This is an optimization exercise on Yosys and OpenROAD, whose aim is small area, a short achievable clock period and few clock cycles, not a production implementation.
In this exercise RTL edits were held to simulation tests only and were not proved equivalent to the original.
Power figures rest on the tool's default switching activity, not on a simulated workload.

==> inputs of raven <==
Design frame_codec, start of the top module:
module frame_codec (
    input  wire        clk,
    input  wire        rst,       
    input  wire        req,
    input  wire        we,
    input  wire [1:0]  size,
    input  wire [13:0] addr,
    input  wire [31:0] wdata,
    output wire        ready,
    output wire        err,
    output wire [31:0] rdata
);
==> flow/config.mk <==
export PLATFORM = sky130hd
export DESIGN_NAME = frame_codec
export DESIGN_NICKNAME = frame_codec
export VERILOG_FILES = /design/flow/design.v
export SDC_FILE = /design/flow/constraint.sdc
export NUM_CORES = 4
export LEC_CHECK = 0
export CAP_MARGIN = 20
export CORE_MARGIN = 2
export CORE_UTILIZATION = 45
export CTS_BUF_LIST = sky130_fd_sc_hd__clkbuf_16
export CTS_CLUSTER_DIAMETER = 100
export CTS_CLUSTER_SIZE = 25
export SETUP_SLACK_MARGIN = 5.0
export SLEW_MARGIN = 20
==> flow/constraint.sdc <==
create_clock -name core_clock -period 10.0 [get_ports {clk}]
set_input_delay 2.0000 -clock core_clock [delete_from_list [all_inputs] [get_ports {clk}]]
set_output_delay 2.0000 -clock core_clock [all_outputs]
set_load 0.01 [all_outputs]
run.sh (not shown) runs the stock make flow with config.mk's settings and CLKGATE_MAP_FILE= SYNTH_SCRIPT=/design/flow/synth_recipe.tcl, a recipe that flattens the netlist after the stock synthesis.
==> xenon (differences from raven) <==
--- a/flow/design.v
+++ b/flow/design.v
@@ -65,16 +65,17 @@
     reg [15:0] rcrc;
     reg [7:0]  rb0;        
     reg [7:0]  rb1;        
     reg        busy_enc;
     reg        busy_dec;
     reg [1:0]  lastcmd;
     reg [7:0]  pa;         
     reg        rv;
+    reg [7:0]  ci;         
     reg [17:0] rq;         
     reg [5:0]  wp;         
     reg        wv;         
     wire       busy = busy_enc | busy_dec;
     wire        is_b   = (size == 2'd0);
     wire        is_w   = (size == 2'd2);
     wire        reg_ok = is_w && (addr[1:0] == 2'b00) && (addr <= 14'h02C);
     wire        pb_ok  = is_b && (addr[13:12] == 2'd1) && (addr[11:5] == 7'd0);
@@ -102,16 +103,18 @@
     wire        dec_long  = (flen > MAX_FRAME);
     wire [5:0]  L         = flen[5:0];
     wire        dec_ready = (rm == L);
     wire        enc_cmd   = cmd_wr && cmd_encode && !enc_over;
     wire        dec_cmd   = cmd_wr && cmd_decode && !dec_short && !dec_long;
     wire        fin_enc   = (enc_cmd || busy_enc) && enc_ready;
     wire        fin_dec   = (dec_cmd || busy_dec) && dec_ready;
     wire        go_busy   = (enc_cmd && !enc_ready) || (dec_cmd && !dec_ready);
+    wire [5:0]  wp_start  = enc_cmd ? ((pm > n) ? 6'd0 : pm) : ((rm > L) ? 6'd1 : rm);
+    wire [1:0]  lastcmd_d = cmd_encode ? C_ENC : cmd_decode ? C_DEC : C_OTHER;
     wire [15:0] enc_c     = (n == 6'd0) ? 16'h0 : pcrc;
     wire [15:0] rx_field  = {rb0, rb1};
     wire [15:0] dec_c     = crc16_unshift16(rcrc) ^ rx_field;
     wire        dec_match = (rcrc == 16'h0);
     wire [7:0]  tx_odd    = n[0] ? enc_c[15:8] : enc_c[7:0];
     wire [7:0]  tx_even   = n[0] ? enc_c[7:0]  : enc_c[15:8];
     reg  [2:0]  result_d;
     reg         rx_valid_d;
@@ -141,50 +144,83 @@
             tx_valid_d = 1'b1;
             result_d   = R_OK;
         end
         if (fin_dec) begin
             rx_valid_d = dec_match;
             result_d   = dec_match ? R_VALID : R_INVALID_CRC;
         end
     end
-    reg [7:0]  pa_next;
+    function [7:0] pnext;
+        input [7:0] p;
+        input [1:0] lc;
+        begin
+            pnext = {p[7:6], p[5:0] + 6'd1};
+            if (p[7:6] == 2'd0) begin
+                case (p[5:2])
+                4'd1: pnext = (lc == C_ENC) ? 8'h18 :
+                              (lc == C_DEC) ? 8'h1C : 8'h08;
+                4'd2: pnext = (lc == C_ENC) ? 8'h80 :
+                              (lc == C_DEC) ? 8'hC1 : 8'h04;
+                4'd6: pnext = 8'h08;
+                4'd9: pnext = 8'h08;
+                default: pnext = {2'b00, p[5:2] + 4'd1, 2'b00};
+                endcase
+            end
+        end
+    endfunction
+    wire [7:0]  pa_next  = pnext(pa, lastcmd);
+    wire [7:0]  pa_next2 = pnext(pa_next, lastcmd);
+    reg  [7:0]  ci_n;
     always @(*) begin
-        pa_next = {pa[7:6], pa[5:0] + 6'd1};
-        if (pa[7:6] == 2'd0) begin
-            case (pa[5:2])
-            4'd1: pa_next = (lastcmd == C_ENC) ? 8'h18 :
-                            (lastcmd == C_DEC) ? 8'h1C : 8'h08;
-            4'd2: pa_next = (lastcmd == C_ENC) ? 8'h80 :
-                            (lastcmd == C_DEC) ? 8'hC1 : 8'h04;
-            4'd6: pa_next = 8'h08;
-            4'd9: pa_next = 8'h08;
-            default: pa_next = {2'b00, pa[5:2] + 4'd1, 2'b00};
-            endcase
+        ci_n = ci;
+        if (bus_rd && hit && rv)
+            ci_n = pa_next2;
+        else if (bus_rd && !hit)
+            ci_n = {addr[13:12], addr[5:0]};
+        else if (cmd_wr || fin_enc || fin_dec)
+            ci_n = go_busy ? {enc_cmd ? 2'd1 : 2'd3, wp_start}
+                           : pnext(8'h04, cmd_wr ? lastcmd_d : lastcmd);
+        else if (bus_wr)
+            ci_n = pa;
+        else if (busy)
+            ci_n = {ci[7:6], wp + 6'd1};
+        else if (!rv)
+            ci_n = pa_next;
+    end
+    wire [7:0]  hi_n = 8'h1 << ci_n[5:3];
+    wire [13:0] gs_n = {{5{ci_n[7:6] == 2'd3}} & hi_n[4:0],
+                        {5{ci_n[7:6] == 2'd2}} & hi_n[4:0],
+                        {4{ci_n[7:6] == 2'd1}} & hi_n[3:0]};
+    reg  [7:0]  rlo;
+    reg  [13:0] gs;
+    always @(posedge clk) begin
+        if (rst) begin
+            rlo <= 8'h01;
+            gs  <= 14'h0;
+        end else begin
+            rlo <= 8'h1 << ci_n[2:0];
+            gs  <= gs_n;
         end
     end
-    wire [7:0]  cpa  = rv ? pa_next : pa;
-    wire [1:0]  rwin = busy_enc ? 2'd1 : busy_dec ? 2'd3 : cpa[7:6];
-    wire [5:0]  ridx = busy ? wp : cpa[5:0];
-    wire [7:0]  rlo  = 8'h1 << ridx[2:0];
-    wire [7:0]  rhi  = 8'h1 << ridx[5:3];
+    wire [1:0]  rwin = ci[7:6];
     reg  [7:0]  buf_rd;
     reg  [17:0] reg_rd;
     integer i;
     always @(*) begin
         buf_rd = 8'h0;
         for (i = 0; i < MAX_PAYLOAD; i = i + 1)
-            buf_rd = buf_rd | ({8{rwin == 2'd1 && rhi[i/8] && rlo[i%8]}} & pbuf[i]);
+            buf_rd = buf_rd | ({8{gs[i/8] && rlo[i%8]}} & pbuf[i]);
         for (i = 0; i < MAX_FRAME; i = i + 1)
-            buf_rd = buf_rd | ({8{rwin == 2'd2 && rhi[i/8] && rlo[i%8]}} & txbuf[i]);
+            buf_rd = buf_rd | ({8{gs[4 + i/8] && rlo[i%8]}} & txbuf[i]);
         for (i = 0; i < MAX_FRAME; i = i + 1)
-            buf_rd = buf_rd | ({8{rwin == 2'd3 && rhi[i/8] && rlo[i%8]}} & rxbuf[i]);
+            buf_rd = buf_rd | ({8{gs[9 + i/8] && rlo[i%8]}} & rxbuf[i]);
     end
     always @(*) begin
-        case (cpa[5:2])
+        case (ci[5:2])
         4'd1:  reg_rd = {12'h0, tx_valid, rx_valid, 1'b0, result};
         4'd2:  reg_rd = {2'h0, crc};
         4'd3:  reg_rd = {10'h0, ifid};
         4'd4:  reg_rd = {2'h0, plen};
         4'd5:  reg_rd = {2'h0, flen};
         4'd6:  reg_rd = {12'h0, txlen};
         4'd7:  reg_rd = {10'h0, rx_ifid};
         4'd8:  reg_rd = {12'h0, rx_plen};
@@ -256,20 +292,22 @@
             busy_enc <= 1'b0;
             busy_dec <= 1'b0;
             lastcmd  <= C_OTHER;
             pa       <= 8'h0;
             rv       <= 1'b0;
             rq       <= 18'h0;
             wp       <= 6'd0;
             wv       <= 1'b0;
+            ci       <= 8'h0;
         end else begin
             result   <= result_d;
             rx_valid <= rx_valid_d;
             tx_valid <= tx_valid_d;
+            ci <= ci_n;
             if (bus_rd && hit && rv) begin
                 pa <= pa_next;
                 rq <= rd_val;
             end else if (bus_rd && !hit) begin
                 pa <= {addr[13:12], addr[5:0]};
                 rv <= 1'b0;
             end else if (cmd_wr || fin_enc || fin_dec) begin
                 pa <= 8'h04;
@@ -282,17 +320,17 @@
             end else if (!rv) begin
                 rq <= rd_val;
                 rv <= 1'b1;
             end
             if (busy) begin
                 wp <= wp + 6'd1;
                 wv <= 1'b1;
             end else begin
-                wp <= enc_cmd ? ((pm > n) ? 6'd0 : pm) : ((rm > L) ? 6'd1 : rm);
+                wp <= wp_start;
                 wv <= 1'b0;
             end
             if (p_ext) begin
                 pcrc <= f_out;
                 pm   <= {1'b0, pk} + 6'd1;
             end else if (p_clr) begin
                 pm   <= 6'd0;
             end
@@ -302,17 +340,17 @@
                 rb0  <= rx_byte;
                 rb1  <= rb0;
             end else if (r_clr) begin
                 rm   <= 6'd1;
             end
             if (bus_wr && reg_ok) begin
                 case (regno)
                 4'd0: begin
-                    lastcmd <= cmd_encode ? C_ENC : cmd_decode ? C_DEC : C_OTHER;
+                    lastcmd <= lastcmd_d;
                     if (cmd_clear) begin
                         crc    <= 16'h0;
                     end else if (cmd_byte) begin
                         crc    <= crc16_add(wdata[15:8], crc);
                     end else if (cmd_encode) begin
                         if (enc_over)
                             txlen <= 6'h0;
                         else if (!enc_ready)
Settings changed: CAP_MARGIN 20 to 35, CORE_UTILIZATION 45 to 50, CTS_CLUSTER_DIAMETER 100 to 70, SLEW_MARGIN 20 to 35.
==> garnet (differences from raven) <==
--- a/flow/design.v
+++ b/flow/design.v
@@ -63,32 +63,32 @@
     reg [15:0] pcrc;
     reg [5:0]  rm;         
     reg [15:0] rcrc;
     reg [7:0]  rb0;        
     reg [7:0]  rb1;        
     reg        busy_enc;
     reg        busy_dec;
     reg [1:0]  lastcmd;
-    reg [7:0]  pa;         
+    reg [13:0] pa;
     reg        rv;
     reg [17:0] rq;         
     reg [5:0]  wp;         
     reg        wv;         
     wire       busy = busy_enc | busy_dec;
     wire        is_b   = (size == 2'd0);
     wire        is_w   = (size == 2'd2);
     wire        reg_ok = is_w && (addr[1:0] == 2'b00) && (addr <= 14'h02C);
     wire        pb_ok  = is_b && (addr[13:12] == 2'd1) && (addr[11:5] == 7'd0);
     wire        tx_ok  = is_b && (addr[13:12] == 2'd2) && (addr[11:6] == 6'd0) && (addr[5:0] < MAX_FRAME);
     wire        rx_ok  = is_b && (addr[13:12] == 2'd3) && (addr[11:6] == 6'd0) && (addr[5:0] < MAX_FRAME);
     wire        acc_ok = reg_ok | pb_ok | tx_ok | rx_ok;
     wire [3:0]  regno  = addr[5:2];
-    wire        hit    = ({addr[13:12], addr[5:0]} == pa);
-    assign ready = req && ((we && !busy) || (hit && rv));    
+    wire        hit    = (addr == pa);
+    assign ready = req && !busy && (we || (hit && rv));
     assign err   = !acc_ok;
     assign rdata = {14'h0, rq};
     wire        bus_wr = req && !busy && we && acc_ok;
     wire        bus_rd = req && !busy && !we;
     wire        cmd_wr = bus_wr && reg_ok && (regno == 4'd0);
     wire        cmd_clear  = (wdata == 32'h0000_0001);
     wire        cmd_byte   = (wdata[31:16] == 16'h0) && (wdata[7:0] == 8'h02);
     wire        cmd_encode = (wdata == 32'h0000_0003);
@@ -141,33 +141,33 @@
             tx_valid_d = 1'b1;
             result_d   = R_OK;
         end
         if (fin_dec) begin
             rx_valid_d = dec_match;
             result_d   = dec_match ? R_VALID : R_INVALID_CRC;
         end
     end
-    reg [7:0]  pa_next;
+    reg [13:0] pa_next;
     always @(*) begin
-        pa_next = {pa[7:6], pa[5:0] + 6'd1};
-        if (pa[7:6] == 2'd0) begin
+        pa_next = {pa[13:6], pa[5:0] + 6'd1};
+        if (pa[13:12] == 2'd0) begin
             case (pa[5:2])
-            4'd1: pa_next = (lastcmd == C_ENC) ? 8'h18 :
-                            (lastcmd == C_DEC) ? 8'h1C : 8'h08;
-            4'd2: pa_next = (lastcmd == C_ENC) ? 8'h80 :
-                            (lastcmd == C_DEC) ? 8'hC1 : 8'h04;
-            4'd6: pa_next = 8'h08;
-            4'd9: pa_next = 8'h08;
-            default: pa_next = {2'b00, pa[5:2] + 4'd1, 2'b00};
+            4'd1: pa_next = (lastcmd == C_ENC) ? 14'h0018 :
+                            (lastcmd == C_DEC) ? 14'h001C : 14'h0008;
+            4'd2: pa_next = (lastcmd == C_ENC) ? 14'h2000 :
+                            (lastcmd == C_DEC) ? 14'h3001 : 14'h0004;
+            4'd6: pa_next = 14'h0008;
+            4'd9: pa_next = 14'h0008;
+            default: pa_next = {8'h0, pa[5:2] + 4'd1, 2'b00};
             endcase
         end
     end
-    wire [7:0]  cpa  = rv ? pa_next : pa;
-    wire [1:0]  rwin = busy_enc ? 2'd1 : busy_dec ? 2'd3 : cpa[7:6];
+    wire [13:0] cpa  = rv ? pa_next : pa;
+    wire [1:0]  rwin = busy_enc ? 2'd1 : busy_dec ? 2'd3 : cpa[13:12];
     wire [5:0]  ridx = busy ? wp : cpa[5:0];
     wire [7:0]  rlo  = 8'h1 << ridx[2:0];
     wire [7:0]  rhi  = 8'h1 << ridx[5:3];
     reg  [7:0]  buf_rd;
     reg  [17:0] reg_rd;
     integer i;
     always @(*) begin
         buf_rd = 8'h0;
@@ -191,26 +191,25 @@
         4'd9:  reg_rd = {2'h0, rx_crc};
         4'd10: reg_rd = 18'h2_0000 | MAX_PAYLOAD;
         4'd11: reg_rd = 18'h0_1021;
         default: reg_rd = 18'h0;
         endcase
     end
     wire [17:0] rd_val = (rwin == 2'd0) ? reg_rd : {10'h0, buf_rd};
     wire [4:0]  pk      = busy_enc ? pm[4:0] : addr[4:0];
+    wire [7:0]  pb_byte = busy_enc ? rq[7:0] : wdata[7:0];
     wire        p_ext   = busy_enc ? (wv && pm != n) : (pb_wr && ((pk == 5'd0) || ({1'b0, pk} == pm)));
     wire        p_clr   = busy_enc ? 1'b0 : (pb_wr && ({1'b0, pk} < pm)) || (enc_cmd && pm > n);
+    wire [15:0] p_fold  = crc16_add(pb_byte, (pk == 5'd0) ? 16'h0 : pcrc);
     wire [5:0]  rk      = busy_dec ? rm      : addr[5:0];
     wire [7:0]  rx_byte = busy_dec ? rq[7:0] : wdata[7:0];
     wire        r_ext   = busy_dec ? (wv && rm != L) : (rx_wr && ((rk == 6'd1) || (rk == rm)));
     wire        r_clr   = busy_dec ? 1'b0 : (rx_wr && (rk > 6'd1) && (rk < rm)) || (dec_cmd && rm > L);
-    wire        f_rx    = busy ? busy_dec : addr[13];
-    wire [15:0] f_acc   = f_rx ? ((rk == 6'd1) ? 16'h0 : rcrc)
-                               : ((pk == 5'd0) ? 16'h0 : pcrc);
-    wire [15:0] f_out   = crc16_add(busy ? rq[7:0] : wdata[7:0], f_acc);
+    wire [15:0] r_fold  = crc16_add(rx_byte, (rk == 6'd1) ? 16'h0 : rcrc);
     wire [7:0]  wd_b   = rst ? 8'h0 : wdata[7:0];
     wire [7:0]  tx_o   = rst ? 8'h0 : tx_odd;
     wire [7:0]  tx_e   = rst ? 8'h0 : tx_even;
     wire [7:0]  ifid_r = rst ? 8'h0 : ifid;
     genvar g;
     generate
         for (g = 0; g < MAX_PAYLOAD; g = g + 1) begin : g_pbuf
             always @(posedge clk)
@@ -251,33 +250,33 @@
             pcrc     <= 16'h0;
             rm       <= 6'd1;
             rcrc     <= 16'h0;
             rb0      <= 8'h0;
             rb1      <= 8'h0;
             busy_enc <= 1'b0;
             busy_dec <= 1'b0;
             lastcmd  <= C_OTHER;
-            pa       <= 8'h0;
+            pa       <= 14'h0;
             rv       <= 1'b0;
             rq       <= 18'h0;
             wp       <= 6'd0;
             wv       <= 1'b0;
         end else begin
             result   <= result_d;
             rx_valid <= rx_valid_d;
             tx_valid <= tx_valid_d;
             if (bus_rd && hit && rv) begin
                 pa <= pa_next;
                 rq <= rd_val;
             end else if (bus_rd && !hit) begin
-                pa <= {addr[13:12], addr[5:0]};
+                pa <= addr;
                 rv <= 1'b0;
             end else if (cmd_wr || fin_enc || fin_dec) begin
-                pa <= 8'h04;
+                pa <= 14'h0004;
                 rq <= {12'h0, tx_valid_d, rx_valid_d, 1'b0, result_d};
                 rv <= !go_busy;
             end else if (bus_wr) begin
                 rv <= 1'b0;
             end else if (busy) begin
                 rq <= rd_val;
             end else if (!rv) begin
                 rq <= rd_val;
@@ -286,23 +285,23 @@
             if (busy) begin
                 wp <= wp + 6'd1;
                 wv <= 1'b1;
             end else begin
                 wp <= enc_cmd ? ((pm > n) ? 6'd0 : pm) : ((rm > L) ? 6'd1 : rm);
                 wv <= 1'b0;
             end
             if (p_ext) begin
-                pcrc <= f_out;
+                pcrc <= p_fold;
                 pm   <= {1'b0, pk} + 6'd1;
             end else if (p_clr) begin
                 pm   <= 6'd0;
             end
             if (r_ext) begin
-                rcrc <= f_out;
+                rcrc <= r_fold;
                 rm   <= rk + 6'd1;
                 rb0  <= rx_byte;
                 rb1  <= rb0;
             end else if (r_clr) begin
                 rm   <= 6'd1;
             end
             if (bus_wr && reg_ok) begin
                 case (regno)
Settings changed: CORE_UTILIZATION 45 to 30.
==> run summary <==
The highest final area belongs to garnet, the lowest to xenon.
The lowest non-clock buffer count belongs to xenon, the highest to raven.
Between xenon and garnet, the lower hold slack is in garnet (gap 1.2 ps).
The highest global-route usage belongs to raven, the lowest to garnet.
Sequential cell count, highest first: xenon, garnet, raven.
The highest register-to-register slack belongs to xenon, the lowest to garnet.
raven finished clean. garnet finished with timing, DRC and antenna clean. xenon finished with timing, DRC and antenna clean.
The lowest die area belongs to xenon, the highest to garnet.
Against garnet, the clock skew of xenon is lower by 11 ps.
Of garnet and xenon, garnet has the higher combinational power (gap about 37%, measured against xenon).
In xenon the synthesized cell count is smaller than in garnet, by about 4.7%.
In garnet the core utilization is lower than in raven, by 16 points.
Testbench counts of raven, summed over its fixed seeds: cycles 29,440.
Testbench counts of xenon, summed over its fixed seeds: cycles 29,440.
Testbench counts of garnet, summed over its fixed seeds: cycles 29,440.

[what the ideal ports hide]
The flow's constraints put no driver on any port. The routed layouts listed below were extracted and timed again, unchanged, in two steps. Step 1, drivers: a clkbuf_16 drives clk and a buf_2 each remaining input, both assumed. Step 2, shift: input delay + t, output delay - t, t = (earliest + latest rising clock arrival at the registers) / 2. This alone moves slack from input paths to output paths. a / b / c = no drivers / after step 1 / after step 2; a / b = the first two.
run	t, ns	setup WS [ns]	worst hold slack (ns)	worst setup path after step 2	worst register clock-pin slew, ns
raven	0.813	4.768 / 4.768 / 4.257	0.458 / 0.458 / 0.458	input to register	0.12 / 0.12
xenon	0.744	5.001 / 4.941 / 4.435	0.462 / 0.462 / 0.462	input to register	0.10 / 0.10
garnet	0.806	4.672 / 4.672 / 4.265	0.461 / 0.461 / 0.461	input to register	0.12 / 0.12
After both steps every run listed still meets setup and hold. For xenon, which loses most, drivers alone change the setup slack by -0.060 ns; drivers and shift together by -0.566 ns.
